What follows belongs to an exercise in optimizing a design on an open flow for small area, a short achievable clock period and few clock cycles; a production flow would make more cautious choices.
In this exercise RTL edits were held to simulation tests only and were not proved equivalent to the original.
No activity file was given, so power comes from the tool's default toggle rates.

**flow/run.sh**
```bash
#!/bin/bash
# synth_recipe.tcl (not shown) runs the flow's synth.tcl, then flattens the netlist and writes it again
# the make line also repeats each setting of config.mk as NAME=value (left out here)
make -C /OpenROAD-flow-scripts/flow DESIGN_CONFIG=/design/flow/config.mk WORK_HOME=/design/flow/orfs CLKGATE_MAP_FILE= SYNTH_SCRIPT=/design/flow/synth_recipe.tcl finish
```
**flow/constraint.sdc**
```tcl
create_clock -name core_clock -period 12.0 [get_ports {clk}]
set_input_delay 2.4000 -clock core_clock [delete_from_list [all_inputs] [get_ports {clk}]]
set_output_delay 2.4000 -clock core_clock [all_outputs]
set_load 0.01 [all_outputs]
```
**flow/config.mk**
```make
export PLATFORM = sky130hd
export DESIGN_NAME = pse_query
export DESIGN_NICKNAME = pse_query
export VERILOG_FILES = /design/flow/design.v
export SDC_FILE = /design/flow/constraint.sdc
export NUM_CORES = 4
export LEC_CHECK = 0
export CAP_MARGIN = 20
export CORE_MARGIN = 2
export CORE_UTILIZATION = 40
export SETUP_SLACK_MARGIN = 5
export SLEW_MARGIN = 20
```
**flow/design.v**
```verilog
module pse_clamp (
    input  wire signed [31:0] v,
    input  wire [11:0]        hi,
    output wire [11:0]        c
);
    wire over = (v[30:12] != 19'd0) || (v[11:0] > hi);
    assign c = v[31] ? 12'd0 :
               over  ? hi    :
                       v[11:0];
endmodule
module pse_u2f #(
    parameter W  = 32,
    parameter LW = 6
) (
    input  wire [W-1:0]  val,
    output wire [W-1:0]  mant,
    output reg  [LW-1:0] lz
);
    integer i;
    always @* begin
        lz = W - 1;
        for (i = 0; i < W; i = i + 1)
            if (val[i]) lz = W - 1 - i;
    end
    assign mant = val << lz;
endmodule
module pse_query (
    input  wire               clk,
    input  wire               rst,
    input  wire               start,
    input  wire [2:0]         op,
    input  wire signed [31:0] qx0,
    input  wire signed [31:0] qy0,
    input  wire signed [31:0] qx1,
    input  wire signed [31:0] qy1,
    input  wire [12:0]        tab_w,
    input  wire [12:0]        tab_h,
    output wire               ready,
    output reg                done,
    output reg                fault,
    output reg  [31:0]        res_u32,
    output wire [63:0]        res_f64,
    output reg  [11:0]        rect_x0,
    output reg  [11:0]        rect_y0,
    output reg  [11:0]        rect_x1,
    output reg  [11:0]        rect_y1,
    output reg                mem_req,
    output reg                mem_tab,
    output reg  [23:0]        mem_addr,
    input  wire [31:0]        mem_rdata
);
    localparam OP_QSUM = 3'd0, OP_QAVG = 3'd1, OP_QNZC = 3'd2, OP_QNZAVG = 3'd3,
               OP_TRDS = 3'd4, OP_TRDN = 3'd5;
    localparam K    = 4;                           
    localparam NCYC = 56 / K;                      
    wire [32:0] dx   = {qx1[31], qx1} - {qx0[31], qx0};
    wire [32:0] dy   = {qy1[31], qy1} - {qy0[31], qy0};
    wire signed [31:0] nx0 = dx[32] ? qx1 : qx0;
    wire signed [31:0] nx1 = dx[32] ? qx0 : qx1;
    wire signed [31:0] ny0 = dy[32] ? qy1 : qy0;
    wire signed [31:0] ny1 = dy[32] ? qy0 : qy1;
    wire [11:0] wmax = tab_w[11:0] - 12'd1;
    wire [11:0] hmax = tab_h[11:0] - 12'd1;
    wire [11:0] cx0, cx1, cy0, cy1;
    pse_clamp u_cx0 (.v(nx0), .hi(wmax), .c(cx0));
    pse_clamp u_cx1 (.v(nx1), .hi(wmax), .c(cx1));
    pse_clamp u_cy0 (.v(ny0), .hi(hmax), .c(cy0));
    pse_clamp u_cy1 (.v(ny1), .hi(hmax), .c(cy1));
    wire        xen = (cx0 != 12'd0);
    wire        yen = (cy0 != 12'd0);
    wire c_trd   = (op == OP_TRDS) || (op == OP_TRDN);
    wire trd_oob = qx0[31] || (qx0[30:12] != 19'd0) || (qx0[11:0] > wmax) ||
                   qy0[31] || (qy0[30:12] != 19'd0) || (qy0[11:0] > hmax);
    wire c_fault = (op[2:1] == 2'b11) || (c_trd && trd_oob);
    wire [3:0] tmask = {xen && yen, yen, xen, 1'b1};
    reg  [7:0] c_mask;
    always @* begin
        case (op)
            OP_QSUM, OP_QAVG: c_mask = {4'd0, tmask};
            OP_QNZC:          c_mask = {tmask, 4'd0};
            OP_QNZAVG:        c_mask = {tmask, tmask};
            OP_TRDN:          c_mask = 8'h10;
            default:          c_mask = 8'h01;      
        endcase
    end
    reg        i_act;         
    reg        i_started;     
    reg        i_mpend;       
    reg        i_mul;         
    reg        i_noreq;       
    reg [7:0]  i_mask;        
    reg [11:0] i_x1, i_y1, i_x0m, i_y0m;
    reg [12:0] i_w;
    reg [32:0] i_dx, i_dy;    
    reg        i_avg, i_qavg, i_nzavg, i_nzsel, i_fault;
    wire [7:0] t_one  = i_mask & (~i_mask + 8'd1);
    wire [7:0] m_next = i_mask & ~t_one;
    wire [1:0] t_sub  = {t_one[2] | t_one[3] | t_one[6] | t_one[7],
                         t_one[1] | t_one[3] | t_one[5] | t_one[7]};
    wire       t_nz   = |t_one[7:4];
    wire       t_last = (m_next == 8'd0);
    wire [11:0] t_x   = (t_sub == 2'd0 || t_sub == 2'd2) ? i_x1 : i_x0m;
    wire [11:0] t_y   = (t_sub == 2'd0 || t_sub == 2'd1) ? i_y1 : i_y0m;
    wire        t_neg = (t_sub == 2'd1 || t_sub == 2'd2);
    wire        t_first = (t_sub == 2'd0);
    reg [1:0]  au_n;          
    reg        au_cmpl;       
    reg [31:0] acc_s, acc_n;
    reg        p_valid, p_neg, p_nz, p_first, p_last, p_cst;
    reg        a_valid, a_neg, a_nz, a_first, a_last, a_cst;
    reg        m_avg, m_qavg, m_nzavg, m_nzsel, m_fault;
    reg [11:0] m_rx0, m_ry0, m_rx1, m_ry1;
    reg        m_prod_ok;     
    reg        m2_v;          
    reg        m2_fault;
    reg [31:0] m2_u32;
    reg [11:0] m2_rx0, m2_ry0, m2_rx1, m2_ry1;
    reg [52:0] m_prod;
    reg [6:0]  m_pexp;
    reg        mu_busy, mu_fin;
    reg        mu_nrm;         
    reg [32:0] mu_w;           
    reg [33:0] mu_h;           
    reg [32:0] mu_acc;
    reg [4:0]  mu_cnt;         
    reg signed [7:0] mu_exp;
    wire [32:0] i_wv = i_dx[32] ? ~i_dx + 33'd2 : i_dx + 33'd1;    
    wire [32:0] i_hv = i_dy[32] ? ~i_dy + 33'd2 : i_dy + 33'd1;
    wire        mu_load = i_mul && !mu_busy;
    wire [32:0] wn;
    wire [5:0]  wlz;
    pse_u2f #(.W(33), .LW(6)) u_wn (.val(mu_w), .mant(wn), .lz(wlz));
    reg  [5:0]  hlen;          
    integer hi;
    always @* begin
        hlen = 6'd0;
        for (hi = 0; hi < 34; hi = hi + 1)
            if (mu_h[hi]) hlen = hi + 1;
    end
    wire [33:0] mu_s1 = {1'b0, mu_acc} + (mu_h[0] ? {1'b0, mu_w} : 34'd0);
    wire [33:0] mu_s2 = {1'b0, mu_s1[33:1]} + (mu_h[1] ? {1'b0, mu_w} : 34'd0);
    wire [66:0] mu_v = {mu_acc, mu_h};
    reg  [52:0] pr_m;
    reg         pr_g, pr_s;
    reg  [7:0]  pr_e;
    reg  [53:0] pr_r;
    reg  [52:0] pr_mant;
    reg  [7:0]  pr_exp;
    always @* begin
        if (mu_v[66]) begin
            pr_m = mu_v[66:14]; pr_g = mu_v[13]; pr_s = |mu_v[12:0];
            pr_e = mu_exp + 8'sd32;
        end else if (mu_v[65]) begin
            pr_m = mu_v[65:13]; pr_g = mu_v[12]; pr_s = |mu_v[11:0];
            pr_e = mu_exp + 8'sd31;
        end else begin
            pr_m = mu_v[64:12]; pr_g = mu_v[11]; pr_s = |mu_v[10:0];
            pr_e = mu_exp + 8'sd30;
        end
        pr_r = {1'b0, pr_m} + {53'd0, pr_g & (pr_s | pr_m[0])};
        if (pr_r[53]) begin
            pr_mant = {1'b1, 52'd0};
            pr_exp  = pr_e + 8'd1;
        end else begin
            pr_mant = pr_r[52:0];
            pr_exp  = pr_e;
        end
    end
    reg             be_busy;
    reg [4:0]       be_cnt;       
    reg [55:0]      be_ws, be_wc;  
    reg [55:0]      be_qp;         
    reg [52:0]      be_d;
    reg signed [7:0] be_e;
    reg             be_zero;
    reg             be_inx;       
    reg             be_top;       
    reg [3:0]       be_est;       
    wire [31:0] sn;
    wire [4:0]  slz;
    pse_u2f #(.W(32), .LW(5)) u_sn (.val(acc_s), .mant(sn), .lz(slz));
    wire [31:0] nn;
    wire [4:0]  nlz;
    pse_u2f #(.W(32), .LW(5)) u_nn (.val(acc_n), .mant(nn), .lz(nlz));
    wire [55:0] dv_d = {3'b000, be_d};
    reg  [55:0] dv_s, dv_c, dv_a, dv_ys, dv_yc;
    reg  [3:0]  dv_est, dv_ep, dv_ez, dv_en;
    reg  [K-1:0] dv_qp, dv_qn;
    integer k;
    function [3:0] nxt_est(input [4:0] ys, input [4:0] yc, input [4:0] a);
        nxt_est = (ys[4:1] ^ yc[4:1] ^ a[4:1]) +
                  ((ys[3:0] & yc[3:0]) | (ys[3:0] & a[3:0]) | (yc[3:0] & a[3:0]));
    endfunction
    always @* begin
        dv_s   = be_ws;
        dv_c   = be_wc;
        dv_est = be_est;
        for (k = 0; k < K; k = k + 1) begin
            dv_ys = {dv_s[54:0], 1'b0};
            dv_yc = {dv_c[54:0], 1'b0};
            dv_qp[K-1-k] = !dv_est[3];
            dv_qn[K-1-k] = dv_est[3] && (dv_est != 4'b1111);
            dv_ep = nxt_est(dv_ys[54:50], dv_yc[54:50], ~dv_d[54:50]);
            dv_ez = nxt_est(dv_ys[54:50], dv_yc[54:50], 5'd0);
            dv_en = nxt_est(dv_ys[54:50], dv_yc[54:50], dv_d[54:50]);
            dv_a  = dv_qp[K-1-k] ? ~dv_d : dv_qn[K-1-k] ? dv_d : 56'd0;
            dv_s  = dv_ys ^ dv_yc ^ dv_a;
            dv_c  = {(dv_ys[54:0] & dv_yc[54:0]) | (dv_ys[54:0] & dv_a[54:0]) |
                     (dv_yc[54:0] & dv_a[54:0]), dv_qp[K-1-k]};
            dv_est = dv_qp[K-1-k] ? dv_ep : dv_qn[K-1-k] ? dv_en : dv_ez;
        end
    end
    wire [K-1:0] dv_z   = ~(dv_qp | dv_qn);
    reg          dv_neg, dv_zero;
    always @* begin
        dv_neg  = 1'b0;
        dv_zero = 1'b1;
        for (k = K - 1; k >= 0; k = k - 1) begin
            dv_neg  = dv_neg | (dv_zero & dv_qn[k]);
            dv_zero = dv_zero & dv_z[k];
        end
    end
    wire [K-1:0] dv_lo  = dv_qp - dv_qn;
    wire [55:0] be_qm  = be_qp - 56'd1;
    wire [55:0] otf_q  = dv_neg ? {be_qm[55-K:0], dv_lo} : {be_qp[55-K:0], dv_lo};
    wire [55:0] fn_w   = be_ws + be_wc;
    wire        fn_neg = fn_w[55];
    wire [55:0] fn_q   = fn_neg ? be_qm : be_qp;
    wire [55:0] fn_s3  = be_ws ^ be_wc ^ dv_d;
    wire [55:0] fn_c3  = {(be_ws[54:0] & be_wc[54:0]) | (be_ws[54:0] & dv_d[54:0]) |
                          (be_wc[54:0] & dv_d[54:0]), 1'b0};
    wire        fn_z0  = ((be_ws ^ be_wc) == {(be_ws[54:0] | be_wc[54:0]), 1'b0});
    wire        fn_z1  = ((fn_s3 ^ fn_c3) == {(fn_s3[54:0] | fn_c3[54:0]), 1'b0});
    wire        fn_inx = !(fn_z0 || fn_z1);
    wire [52:0] r_mant = be_qp[55:3];
    wire        r_g    = be_qp[2];
    wire        r_s    = (|be_qp[1:0]) | be_inx;
    wire [53:0] r_rnd  = {1'b0, r_mant} + {53'd0, r_g & (r_s | r_mant[0])};
    wire [10:0] r_bexp = {{3{be_e[7]}}, be_e} + 11'd1022 + {10'd0, be_top} + {10'd0, r_rnd[53]};
    assign res_f64 = be_zero ? 64'd0 : {1'b0, r_bexp, r_rnd[51:0]};
    wire first_ok = (au_n == 2'd0) ||
                    (au_n == 2'd1 && !m2_v && (!m_qavg || m_prod_ok) &&
                     (!be_busy || be_cnt <= 5'd1 || !m_avg));
    wire issue    = i_act && (i_started || first_ok);
    wire copy_now = a_valid && a_cst;
    wire i_free   = (!i_act || (issue && t_last)) &&
                    (!i_mpend || copy_now) && !(issue && !i_started) && !(i_mul && !mu_load);
    wire accept   = start && i_free;
    assign ready  = i_free;
    wire m_out    = (au_n != 2'd0) && au_cmpl && !m2_v;
    wire hand     = m_out && !be_busy && (!m_qavg || m_prod_ok);
    wire mv       = m_out && be_busy && !m_avg;      
    wire m2_out   = m2_v && !be_busy;
    wire h_zero   = (acc_s == 32'd0) || (m_nzavg && acc_n == 32'd0);
    always @(posedge clk) begin
        if (rst) begin
            i_act     <= 1'b0;
            i_started <= 1'b0;
            i_mpend   <= 1'b0;
            i_mul     <= 1'b0;
            mem_req   <= 1'b0;
            p_valid   <= 1'b0;
            a_valid   <= 1'b0;
            au_n      <= 2'd0;
            au_cmpl   <= 1'b0;
            m_qavg    <= 1'b0;
            m_prod_ok <= 1'b0;
            m2_v      <= 1'b0;
            mu_busy   <= 1'b0;
            mu_fin    <= 1'b0;
            be_busy   <= 1'b0;
            done      <= 1'b0;
            fault     <= 1'b0;
        end else begin
            done <= 1'b0;
            mem_req <= 1'b0;
            p_valid <= issue;
            if (issue) begin
                mem_req   <= !i_noreq;
                mem_tab   <= t_nz;
                mem_addr  <= t_y * i_w + {12'd0, t_x};
                p_neg     <= t_neg;
                p_nz      <= t_nz;
                p_first   <= t_first;
                p_last    <= t_last;
                p_cst     <= !i_started;
                i_mask    <= m_next;
                i_started <= 1'b1;
                if (t_last) i_act <= 1'b0;
            end
            if (issue && !i_started) i_mpend <= 1'b1;
            else if (copy_now)       i_mpend <= 1'b0;
            if (accept) begin
                i_act     <= 1'b1;
                i_started <= 1'b0;
                i_mask    <= c_mask;
                i_noreq   <= c_fault;
                i_x1      <= c_trd ? qx0[11:0] : cx1;
                i_y1      <= c_trd ? qy0[11:0] : cy1;
                i_x0m     <= cx0 - 12'd1;
                i_y0m     <= cy0 - 12'd1;
                i_w       <= tab_w;
                i_dx      <= dx;
                i_dy      <= dy;
                i_mul     <= op == OP_QAVG;
                i_avg     <= op == OP_QAVG || op == OP_QNZAVG;
                i_qavg    <= op == OP_QAVG;
                i_nzavg   <= op == OP_QNZAVG;
                i_nzsel   <= op == OP_QNZC || op == OP_QNZAVG || op == OP_TRDN;
                i_fault   <= c_fault;
            end else if (mu_load) begin
                i_mul     <= 1'b0;
            end
            if (mu_load) begin
                mu_busy <= 1'b1;
                mu_fin  <= 1'b0;
                mu_nrm  <= 1'b1;
                mu_w    <= i_wv;
                mu_h    <= {1'b0, i_hv};
                mu_acc  <= 33'd0;
            end else if (mu_busy && mu_nrm) begin
                mu_nrm  <= 1'b0;
                mu_w    <= wn;
                mu_exp  <= -$signed({2'b00, wlz});
                mu_cnt  <= hlen[5:1] + {4'd0, hlen[0]};
            end else if (mu_busy && !mu_fin) begin
                mu_acc  <= mu_s2[33:1];
                mu_h    <= {mu_s2[0], mu_s1[0], mu_h[33:2]};
                mu_exp  <= mu_exp + 8'sd2;
                mu_cnt  <= mu_cnt - 5'd1;
                mu_fin  <= (mu_cnt == 5'd1);
            end
            a_valid <= p_valid;
            a_neg   <= p_neg;
            a_nz    <= p_nz;
            a_first <= p_first;
            a_last  <= p_last;
            a_cst   <= p_cst;
            if (a_valid) begin
                if (a_nz) acc_n <= a_first ? mem_rdata : a_neg ? acc_n - mem_rdata : acc_n + mem_rdata;
                else      acc_s <= a_first ? mem_rdata : a_neg ? acc_s - mem_rdata : acc_s + mem_rdata;
            end
            if (copy_now) begin
                m_avg     <= i_avg;
                m_qavg    <= i_qavg;
                m_nzavg   <= i_nzavg;
                m_nzsel   <= i_nzsel;
                m_fault   <= i_fault;
                m_rx0     <= i_x0m + 12'd1;
                m_ry0     <= i_y0m + 12'd1;
                m_rx1     <= i_x1;
                m_ry1     <= i_y1;
                m_prod_ok <= 1'b0;
            end else if (m_qavg && !m_prod_ok && mu_busy && mu_fin) begin
                m_prod    <= pr_mant;
                m_pexp    <= pr_exp[6:0];
                m_prod_ok <= 1'b1;
                mu_busy   <= 1'b0;
            end
            case ({issue && !i_started, hand || mv})
                2'b10:   au_n <= au_n + 2'd1;
                2'b01:   au_n <= au_n - 2'd1;
                default: ;
            endcase
            if (a_valid && a_last) au_cmpl <= 1'b1;
            else if (hand || mv)   au_cmpl <= 1'b0;
            if (mv) begin
                m2_v     <= 1'b1;
                m2_u32   <= m_nzsel ? acc_n : acc_s;
                m2_rx0   <= m_rx0;
                m2_ry0   <= m_ry0;
                m2_rx1   <= m_rx1;
                m2_ry1   <= m_ry1;
                m2_fault <= m_fault;
            end else if (m2_out) begin
                m2_v     <= 1'b0;
            end
            if (m2_out) begin
                res_u32 <= m2_u32;
                rect_x0 <= m2_rx0;
                rect_y0 <= m2_ry0;
                rect_x1 <= m2_rx1;
                rect_y1 <= m2_ry1;
                fault   <= m2_fault;
                done    <= 1'b1;
            end
            if (hand) begin
                res_u32 <= m_nzsel ? acc_n : acc_s;
                rect_x0 <= m_rx0;
                rect_y0 <= m_ry0;
                rect_x1 <= m_rx1;
                rect_y1 <= m_ry1;
                fault   <= m_fault;
                be_zero <= 1'b1;
                if (!m_avg || h_zero) begin
                    done <= 1'b1;
                end else begin
                    be_zero <= 1'b0;
                    be_busy <= 1'b1;
                    be_cnt  <= NCYC;
                    be_ws   <= {4'd0, sn, 20'd0};      
                    be_wc   <= 56'd0;
                    be_est  <= 4'b0001;
                    be_qp   <= 56'd0;
                    if (m_qavg) begin
                        be_d <= m_prod;
                        be_e <= $signed({3'b000, 5'd31 - slz}) - $signed({1'b0, m_pexp});
                    end else begin
                        be_d <= {nn, 21'd0};
                        be_e <= $signed({3'b000, 5'd31 - slz}) - $signed({3'b000, 5'd31 - nlz});
                    end
                end
            end else if (be_busy) begin
                if (be_cnt != 5'd0) begin
                    be_ws  <= dv_s;
                    be_wc  <= dv_c;
                    be_est <= dv_est;
                    be_qp  <= otf_q;
                    be_cnt <= be_cnt - 5'd1;
                end else begin
                    be_qp   <= fn_q[55] ? fn_q : {fn_q[54:0], 1'b0};
                    be_top  <= fn_q[55];
                    be_inx  <= fn_inx;
                    be_busy <= 1'b0;
                    done    <= 1'b1;
                end
            end
        end
    end
endmodule
```
==> notes.md <==
[layer usage]
| layer | vias up | share of wire | global-route usage |
|---|---|---|---|
| li1 | 33000 | - | - |
| met1 | 34400 | 0.42 | 0.326 |
| met2 | 2463 | 0.48 | 0.424 |
| met3 | 502 | 0.067 | 0.0419 |
| met4 | 42 | 0.039 | 0.0870 |
| met5 | - | 0.00099 | 0 |
[final cells by class]
class | count | share of cell area
clock inverter | 70 | 0.00852
inverter | 870 | 0.0338
sequential | 882 | 0.267
tap | 2704 | 0.0343
multi-input combinational | 7035 | 0.558
antenna | 9 | 0.000228
timing repair buffer | 706 | 0.0700
clock buffer | 127 | 0.0282
timing repair inverter | 3 | 0.000609
[power breakdown]
| part | internal (mW) | total [mW] | leakage, nW | switching, mW |
|---|---|---|---|---|
| clock | 1.93 | 3.39 | 1.74 | 1.46 |
| combinational | 5.00 | 10.4 | 30.7 | 5.36 |
| sequential | 3.96 | 4.11 | 7.97 | 0.148 |
[worst register-to-register path: cells and delay by family, from the launching register on]
kind / cells / cell delay [ps]
AOI/OAI and AO/OA: 10 / 1340
xor gates and xnor gates: 1 / 140
adders and majority gates: 6 / 2430
buffers and inverters: 10 / 1130
DFF: 1 / 480
muxes: 1 / 370
and+or+nand+nor: 6 / 980
[timing repair]
action,4_1_cts,5_1_grt
pin swaps,119,177
buffers inserted,155,94
gates cloned,20,11
resized for setup,445,494
setup endpoints to repair,263,238
[cells in the final DEF (no fill, tap or decap), types with 280 or more instances in the layout]
| cell type | synthesis | layout |
|---|---|---|
| sky130_fd_sc_hd__a21oi_1 | 614 | 530 |
| sky130_fd_sc_hd__edfxtp_1 | 864 | 864 |
| sky130_fd_sc_hd__fa_1 | 416 | 364 |
| sky130_fd_sc_hd__ha_1 | 601 | 529 |
| sky130_fd_sc_hd__inv_1 | 863 | 821 |
| sky130_fd_sc_hd__mux2i_1 | 290 | 280 |
| sky130_fd_sc_hd__nand2_1 | 997 | 982 |
| sky130_fd_sc_hd__nor2_1 | 805 | 736 |
| sky130_fd_sc_hd__o21ai_0 | 484 | 447 |
| sky130_fd_sc_hd__xnor2_1 | 365 | 362 |
[cell families after synthesis]
| group | Yosys count |
|---|---|
| and+or+nand+nor | 3069 |
| adders and majority gates | 1020 |
| AOI/OAI and AO/OA | 1879 |
| buffers and inverters | 1341 |
| DFF | 882 |
| muxes | 408 |
| xor gates and xnor gates | 646 |
| other | 1 |
[path summary, 6_finish.rpt]
path | from | end | slack, ps | cells past startpoint
worst max-delay path | qy1[22] | i_mask[2] | 4640 | 27
worst min-delay path | p_last | a_last | 420 | 0
worst max register to register | be_ws[50] | be_ws[20] | 4890 | 34
worst min register to register | p_last | a_last | 420 | 0
[state kept, by name, summed over array words and instances, names as in the netlist, 33 cells and up]
register / cells
be_d: 53
be_qp: 56
be_wc: 55
be_ws: 56
i_dx: 33
i_dy: 33
m_prod: 53
mu_acc: 33
mu_h: 34
mu_w: 33
==> notes.md <==
- The flow ran to the end and the layout has no timing, DRC or antenna violations.
- The tightest hold path in the finished design has a slack of 419 ps.
- The post-synthesis compound-gate area fraction is 0.139.
- The library cell with the highest instance count after synthesis is sky130_fd_sc_hd__nand2_1.
- The worst setup timing slack at the placement stage is 2150 ps.
- The routed layout has 70300 vias.
- The detailed-route wire length per cell is 22.2 um.
- The final layout net count is 10800.
- The cell family contributing the most delay on the critical path is compound AO/OA/AOI/OAI gates.
- The minimum clock period after layout is 7360 ps.
- For this design the ratio of total power to cell area is 181 nW/um^2.
- TritonCTS built the clock tree.
- STA puts the critical path data required time at 12510 ps.
- The post-synthesis average cell area is 9.00 um^2.
- The tool flagged a number of max-cap violations equal to 0.
- The total I/O pin count is 365.
- The number of antenna violations at the first check in global routing is 34.
- Setup repair after global routing could not meet its margin everywhere.
- The number of max-slew violations in the final report came to 0.
- The number of buffer cells added on primary ports is 362.
- Of the total synthesized cell area, the portion taken by full adders, half adders and majority gates is 0.191.
- The xor/xnor share of the synthesized area is 0.0684.
- In this run, the number of DRC markers left after iteration 0 of detailed routing was 5948.
- CTS saw 882 sinks.
- Of the total synthesized cell area, the portion taken by AND, OR, NAND and NOR gates is 0.173.
- The normalized max-slew margin is 0.279.
- The count of final setup violators is 0.
- The number of enable-type register cells in the synthesized netlist is 864.
- By area, the combinational part of the netlist is dominated by adder cells.
- No sink is reached through more buffers than the 3 on the longest clock path.
- The synthesized netlist contains 95 unique library cells.
- After the flow finishes, the layout carries non-filler instances totaling 12400.
- The number of endpoints with negative hold slack in the final report is 0.
- After detailed routing, the total wire length is 276000 um.
- The number of standard cells after synthesis is 9246.
- Among all flip-flop cells after synthesis, the most frequent one is sky130_fd_sc_hd__edfxtp_1.
- For this run, the detailed router's first-pass iteration total came to 8.
- The proportion of register bits with asynchronous set or reset after synthesis is 0.
- Measured along the x axis, the die boundary spans 460 um.
- Among all stages on the critical path, the largest delay is contributed by sky130_fd_sc_hd__clkdlybuf4s50_1.
- The clock-pin slew reported for the worst setup and hold paths after clock tree synthesis is 60 ps.
- The count of fill cells added during filler insertion is 19400.
- The clock root buffer is sky130_fd_sc_hd__clkbuf_16.
- Entering global routing, the biggest net connects 144 pins.
- Yosys printed 3 warnings.
- The highest clock frequency the design can meet is 0.136 GHz.
- The start-to-end type of the worst setup path is in2reg.
- The area of the core region is 207000 um^2.
- The path class of the tightest hold or removal check is reg2reg.
- Of the synthesized area, sequential elements account for 0.316.
- The multi-input combinational cells in the finished layout cover a total of 55000 um^2.
- Among the stages of the critical path, the cell type that occurs most often is sky130_fd_sc_hd__a21o_1.
- The final total negative setup slack is 0 ps.
- Counting both buffers and inverters, the worst setup path holds a total of 5.
- Summed over all layers, the global routing overflow is 0.
- The mux contribution to synthesized area is 0.0511.
- In the global route stage, overall resource usage came out at 0.252.
- In this run, post-CTS hold repair placed 0 buffers.
- The area of the mapped netlist is 83200 um^2.
- The via-per-instance ratio is 5.67.
- The worst setup path is captured at a flip-flop.
- Across the whole layout, storage elements account for 26300 um^2.
- Dividing the final minimum period by the clock period gives 0.613.
- The site row count is 167.
- The top cell type by total area after synthesis is sky130_fd_sc_hd__edfxtp_1.
- Synthesis produced a netlist with a net count of 10500.
- Of all nets on the critical path, the largest fanout is 8.
- The initial utilization of the core area, before any placement, comes to 0.402.
- The first global-routing pass estimated 413000 um of wire.
- In this run the cell area measured after placement is 89600 um^2.
- The final routed DRC violation total is 0.
- The fraction of post-synthesis cell area in the top cell type by area is 0.312.
- The worst voltage drop across the vdd grid is 1290 uV.
- The HPWL after detailed placement is 202000 um.
- The largest single stage delay on the critical path is 570 ps.
- At the pin with the least slew margin, the transition time is 1080 ps.
- The leakage power total is 40.4 nW.
- Ranked by instance count, the synthesized netlist is headed by sky130_fd_sc_hd__nand2_1, sky130_fd_sc_hd__edfxtp_1, sky130_fd_sc_hd__inv_1.
- The floorplan step set the die height to 460 um.
- The via count of the first global-routing pass is 68400.
- The worst-case setup margin in the final layout is 4640 ps.
- Sorting the synthesized cells by area gives the leading types as sky130_fd_sc_hd__edfxtp_1, sky130_fd_sc_hd__fa_1, sky130_fd_sc_hd__ha_1, sky130_fd_sc_hd__nand2_1, sky130_fd_sc_hd__inv_1.
- The worst clock skew is 58.1 ps.
- The floorplan step defined a die boundary enclosing 212000 um^2.
- The number of buffers added by the clock tree synthesis step is 106.
- STA classifies the critical path startpoint as an input port.
- The share of post-route cells with drive strength above 1 is 0.130.
- The flip-flop and latch count after synthesis is 882.
- The worst-skew pair later-pin latency is 790 ps.
- Data arrives at the worst endpoint at 7870 ps.
- The number of levels the H-tree was split into is 3.
- Compared with the post-synthesis result, the final layout area differs by 18.6%.
- The post-route antenna net violation count is 0.
- The number of cells in the design after placement is 11900.
- After layout, the design draws a total of 17.9 mW.
- Once layout is complete, the utilization of the core stands at 0.477.
- The congestion estimate from routability-driven global placement came to 0.966.
- The finished cells cover 98700 um^2.
Testbench counts, summed over its fixed seeds: cycles 36,083.

[what the ideal ports hide]
In the flow no input, the clock included, has a driving cell. The finished layout below was timed again as built, in two steps. Step 1, drivers: a clkbuf_16 drives clk and a buf_2 each remaining input, both assumed. Step 2 adds t to the input delays and takes it off the output delays; t is the mean of the earliest and latest rising clock arrival at the registers after step 1. Input paths then give back, and output paths get back, about the clock's delay inside the block. Three values: no drivers, after step 1, after step 2; two values: the first two.
t, ns: 0.854
slack for setup (ns): 4.641 / 4.636 / 3.782
worst setup path at the end: input to register
After both steps setup and hold are still met in this run. The setup slack of this run moves by -0.005 ns with the drivers and by -0.859 ns with both steps.
